What follows belongs to an exercise in optimizing a design on an open flow for small area, a short achievable clock period and few clock cycles; a production flow would make more cautious choices.
At most, simulation tests tie the RTL to the original design; equivalence was not proved.
Power is estimated from default activity; no workload was simulated.

## run F
==> flow/design.v <==
module dem_decoder (
    input  wire        clk,
    input  wire        rst,         
    input  wire        start,
    input  wire [15:0] in_len,      
    input  wire [15:0] out_cap,     
    output wire        busy,
    output reg         done,
    output wire        fail,
    output wire [15:0] out_len,     
    input  wire        in_valid,
    input  wire [31:0] in_data,
    output wire        in_ready,
    output wire        out_valid,
    output wire [31:0] out_data,
    input  wire        out_ready
);
    localparam [2:0] T_OUT  = 3'd0, T_ZERO = 3'd1, T_D4  = 3'd2, T_D8  = 3'd3,
                     T_D12  = 3'd4, T_D16  = 3'd5, T_D24 = 3'd6, T_D32 = 3'd7;
    localparam [1:0] S_IDLE = 2'd0, S_RUN = 2'd1, S_FIN = 2'd2;
    reg  [1:0]  state;
    reg  [15:0] rem;         
    reg  [2:0]  c_r;         
    reg         rhz;         
    reg  [13:0] capr;        
    reg         capz;        
    reg  [13:0] outw;        
    reg         bad;         
    reg  [2:0]  rtype;       
    reg  [8:0]  rcnt;        
    reg         inr;         
    reg         last;        
    reg         lenp;        
    reg         ph;          
    reg         dv;          
    reg         dout;        
    reg         dadd;        
    reg  [31:0] dlt;         
    reg         ov;          
    reg         oflag;       
    reg  [31:0] prev;        
    reg  [31:0] A, B;
    reg         Av, Bv;
    reg  [1:0]  p;
    reg  [31:0] W;           
    always @(*) begin
        case (p)
            2'd0:    W = A;
            2'd1:    W = {B[7:0],  A[31:8]};
            2'd2:    W = {B[15:0], A[31:16]};
            default: W = {B[23:0], A[31:24]};
        endcase
    end
    wire ge2 = Av & (Bv | (p != 2'd3));
    wire ge3 = Av & (Bv | ~p[1]);
    wire ge4 = Av & (Bv | (p == 2'd0));
    wire run      = (state == S_RUN);
    wire is_delta = rtype[2] | rtype[1];
    wire in_rec   = inr;
    wire [7:0] req = {8{rhz}} & (8'd1 << rem[2:0]);
    wire [7:0] rsh = req >> c_r;
    wire z0 = rsh[0];
    wire z1 = rsh[1];
    wire z2 = rsh[2];
    wire z3 = rsh[3];
    reg [31:0] delta;
    reg        sentinel;
    reg        fneed;        
    reg        fpast;        
    reg [2:0]  fc;           
    reg        mrg;          
    always @(*) begin
        delta    = 32'd0;
        sentinel = 1'b0;
        fneed    = 1'b1;
        fpast    = 1'b0;
        fc       = 3'd0;
        mrg      = 1'b1;
        case (rtype)
            T_D4: begin
                if (ph) begin
                    delta    = {{28{W[7]}}, W[7:4]};
                    sentinel = (W[7:4] == 4'h8);
                end else begin
                    delta    = {{28{W[3]}}, W[3:0]};
                    sentinel = (W[3:0] == 4'h8);
                end
                fneed = Av;
                fpast = z0;
                fc    = {2'b00, ph | last};
            end
            T_D8: begin
                delta    = {{24{W[7]}}, W[7:0]};
                sentinel = (W[7:0] == 8'h80);
                fneed    = Av;
                fpast    = z0;
                fc       = 3'd1;
            end
            T_D12: begin
                if (ph) begin
                    delta    = {{20{W[15]}}, W[15:4]};
                    sentinel = (W[15:4] == 12'h800);
                end else begin
                    delta    = {{20{W[11]}}, W[11:0]};
                    sentinel = (W[11:0] == 12'h800);
                end
                fneed = ge2;
                fpast = z0 | z1;
                fc    = (ph | last) ? 3'd2 : 3'd1;
            end
            T_D16: begin
                delta    = {{16{W[15]}}, W[15:0]};
                sentinel = (W[15:0] == 16'h8000);
                fneed    = ge2;
                fpast    = z0 | z1;
                fc       = 3'd2;
            end
            T_D24: begin
                delta    = {{8{W[23]}}, W[23:0]};
                sentinel = (W[23:0] == 24'h80_0000);
                fneed    = ge3;
                fpast    = z0 | z1 | z2;
                fc       = 3'd3;
                mrg      = 1'b0;
            end
            T_D32: begin
                delta    = W;
                sentinel = (W == 32'h8000_0000);
                fneed    = ge4;
                fpast    = z0 | z1 | z2 | z3;
                fc       = 3'd4;
                mrg      = 1'b0;
            end
            default: ;
        endcase
    end
    wire        oget   = ~ov | out_ready;
    wire        w_bad  = run & inr & (fpast | capz);
    wire        emit_w = run & inr & ~fpast & ~capz & fneed;   
    wire        hmode  = run & ~inr;
    reg  [7:0]  Hf;
    reg         havf, rendf;                             
    always @(*) begin
        case (fc[1:0])
            2'd0:    begin Hf = W[7:0];   havf = Av;  rendf = z0; end
            2'd1:    begin Hf = W[15:8];  havf = ge2; rendf = z1; end
            default: begin Hf = W[23:16]; havf = ge3; rendf = z2; end
        endcase
    end
    wire        hok_e  = last & mrg & ~rendf & havf;    
    wire        end_e  = last & mrg & rendf;            
    wire        hok_h  = ~lenp & ~z0 & Av;              
    wire [7:0]  H      = inr ? Hf : W[7:0];
    wire        hext   = (H[4:0] == 5'd0);
    wire        h_ok   = inr ? (emit_w & hok_e) : (hmode & hok_h);
    wire        s_end  = inr ? (emit_w & end_e) : (hmode & ~lenp & z0);
    wire        l_miss = hmode & lenp & z0;              
    wire        l_ok   = hmode & lenp & ~z0 & Av;
    wire        emit_l = l_ok & ~is_delta & ~capz & oget;
    wire        emit   = emit_w | emit_l;
    wire        adv    = ~inr | oget;
    wire [2:0]  c = (emit_w ? fc : 3'd0) + {2'd0, h_ok | l_ok};
    wire [2:0]  pf   = {1'b0, p} + fc;
    wire        xw   = hok_e ? (pf >= 3'd3) : pf[2];     
    wire        xh   = (p == 2'd3);                      
    wire        exh  = inr ? (emit_w & xw) : (hmode & ~z0 & Av & xh);
    assign busy      = (state != S_IDLE);
    assign in_ready  = run & ~Bv;
    assign out_valid = ov;
    assign out_data  = oflag ? 32'h8000_0000 : prev;
    assign fail      = bad;
    assign out_len   = bad ? 16'd0 : {outw, 2'b00};
    wire [2:0]  pc    = {1'b0, p} + c;
    wire [8:0]  len32 = {1'b0, W[7:0]} + 9'd32;
    wire [8:0]  len31 = {1'b0, W[7:0]} + 9'd31;
    wire [15:0] rem_n = rem - {13'd0, c_r};
    always @(posedge clk) begin
        if (in_ready && in_valid) begin
            B  <= in_data;
            Bv <= 1'b1;
        end
        if (!Av) begin
            if (Bv) begin
                A  <= B;
                Av <= 1'b1;
                Bv <= 1'b0;
            end
            p <= 2'd0;
        end else if (adv) begin
            if (exh) begin
                if (Bv) begin
                    A  <= B;
                    Bv <= 1'b0;
                end else begin
                    Av <= 1'b0;
                end
            end
            p <= pc[1:0];
        end
        rem <= rem_n;
        rhz <= (rem_n[15:3] == 13'd0);
        c_r <= adv ? c : 3'd0;
        if (oget) begin
            ov    <= dv;
            oflag <= dout;
            if (dadd)
                prev <= prev + dlt;
        end
        if (adv) begin
            if (oget) begin
                dv   <= emit;
                dout <= emit & ((rtype == T_OUT) | (is_delta & sentinel));
                dadd <= emit_w & is_delta & ~sentinel;
                dlt  <= delta;
            end
            if (emit) begin
                outw <= outw + 14'd1;
                capr <= capr - 14'd1;
            end
            capz <= emit ? (capr == 14'd1) : (capr == 14'd0);
            if (emit_w) begin
                rcnt <= rcnt - 9'd1;
                inr  <= ~last;
                last <= (rcnt == 9'd2);
                ph   <= ~ph;
            end
            if (h_ok) begin
                rtype <= H[7:5];
                lenp  <= hext;
                ph    <= 1'b0;
                if (!hext) begin
                    rcnt <= {4'd0, H[4:0]};
                    inr  <= 1'b1;
                    last <= (H[4:0] == 5'd1);
                end
            end
            if (l_ok) begin
                rcnt <= emit_l ? len31 : len32;
                inr  <= 1'b1;
                last <= 1'b0;
                lenp <= 1'b0;
            end
        end
        done <= 1'b0;
        case (state)
            S_IDLE: begin
                if (start) begin
                    rem   <= in_len;
                    c_r   <= 3'd0;
                    rhz   <= (in_len[15:3] == 13'd0);
                    capr  <= out_cap[15:2];
                    capz  <= (out_cap[15:2] == 14'd0);
                    outw  <= 14'd0;
                    prev  <= 32'd0;
                    bad   <= 1'b0;
                    rcnt  <= 9'd0;
                    inr   <= 1'b0;
                    lenp  <= 1'b0;
                    Av    <= 1'b0;
                    Bv    <= 1'b0;
                    state <= S_RUN;
                end
            end
            S_RUN: begin
                if (w_bad || l_miss) begin
                    bad   <= 1'b1;
                    state <= S_FIN;
                end else if (s_end && adv) begin
                    state <= S_FIN;
                end
            end
            default: begin
                if (oget && !dv) begin
                    done  <= 1'b1;
                    state <= S_IDLE;
                end
            end
        endcase
        if (rst) begin
            state <= S_IDLE;
            done  <= 1'b0;
            ov    <= 1'b0;
            dv    <= 1'b0;
            dadd  <= 1'b0;
            Bv    <= 1'b0;
        end
    end
endmodule
clock: 8.0 ns
lec_check: 0
cap_margin: 20
core_margin: 2
core_utilization: 40
setup_slack_margin: 5
slew_margin: 20
standard.sh (not shown) runs the stock make flow with config.mk's settings and CLKGATE_MAP_FILE= SYNTH_SCRIPT=/design/flow/synth_recipe.tcl, a recipe that flattens the netlist after the stock synthesis.
==> flow/flow/run.sh <==
#!/bin/bash
# The standard layout, with the port buffers made from the smallest buffer cell.
set -euo pipefail
bash standard.sh 'BUFFER_PORTS_ARGS=-buffer_cell sky130_fd_sc_hd__buf_1' finish > standard_flow.log 2>&1
Testbench counts of run F, summed over its fixed seeds: cycles 38,900.
Input-level comparison between run C and run F:
--- a/flow/design.v
+++ b/flow/design.v
@@ -35,5 +35,4 @@
     reg         dv;          
     reg         dout;        
-    reg         dadd;        
     reg  [31:0] dlt;         
     reg         ov;          
@@ -172,6 +171,4 @@
     assign out_len   = bad ? 16'd0 : {outw, 2'b00};
     wire [2:0]  pc    = {1'b0, p} + c;
-    wire [8:0]  len32 = {1'b0, W[7:0]} + 9'd32;
-    wire [8:0]  len31 = {1'b0, W[7:0]} + 9'd31;
     wire [15:0] rem_n = rem - {13'd0, c_r};
     always @(posedge clk) begin
@@ -204,6 +201,5 @@
             ov    <= dv;
             oflag <= dout;
-            if (dadd)
-                prev <= prev + dlt;
+            prev  <= prev + dlt;
         end
         if (adv) begin
@@ -211,6 +207,5 @@
                 dv   <= emit;
                 dout <= emit & ((rtype == T_OUT) | (is_delta & sentinel));
-                dadd <= emit_w & is_delta & ~sentinel;
-                dlt  <= delta;
+                dlt  <= (emit_w & is_delta & ~sentinel) ? delta : 32'd0;
             end
             if (emit) begin
@@ -236,5 +231,5 @@
             end
             if (l_ok) begin
-                rcnt <= emit_l ? len31 : len32;
+                rcnt <= {1'b0, W[7:0]} + (emit_l ? 9'd31 : 9'd32);
                 inr  <= 1'b1;
                 last <= 1'b0;
@@ -282,5 +277,4 @@
             ov    <= 1'b0;
             dv    <= 1'b0;
-            dadd  <= 1'b0;
             Bv    <= 1'b0;
         end
--- outcome ---
Each of the runs, namely run C and run F, reached the end of the flow and came out clean.
Flops: run C fewer than run F
Run C vs run F — sequential cell area share dropped 0.25 points.
Run C against run F: met3 wire length dropped 15%; flip-flop and latch power dropped about 8%; detailed-route wire length climbed 0.82%; final critical path time including I/O delays and setup climbed 0.14 ns.
The RTL of run C was laid out without a check of its function.

==> what the ideal ports hide <==
How much do the figures lean on ideal ports? The routed layouts below were timed once more, with nothing changed but the port constraints. Step 1 sets driving cells, clkbuf_16 on the clock port and buf_2 on the other inputs (assumed; they add their load-dependent delay and slew). Step 2 times the ports against the registers' clock, not the clock port: input delays grow and output delays shrink by t, the midpoint of the rising clock arrivals with the driver on. a / b / c = ideal ports / drivers / drivers and shift; a / b = the first two.
run | t (ns) | setup WS [ns] | worst setup path at the end | pins driven straight from the clock port
run F | 0.575 | 4.768 / 4.768 / 4.556 | input to register | 1
run C | 0.560 | 4.628 / 4.640 / 4.080 | input to register | 1
After both steps every run listed still meets setup and hold. The setup slack of run C, which loses most, moves by +0.012 ns with the drivers and by -0.548 ns with both steps.
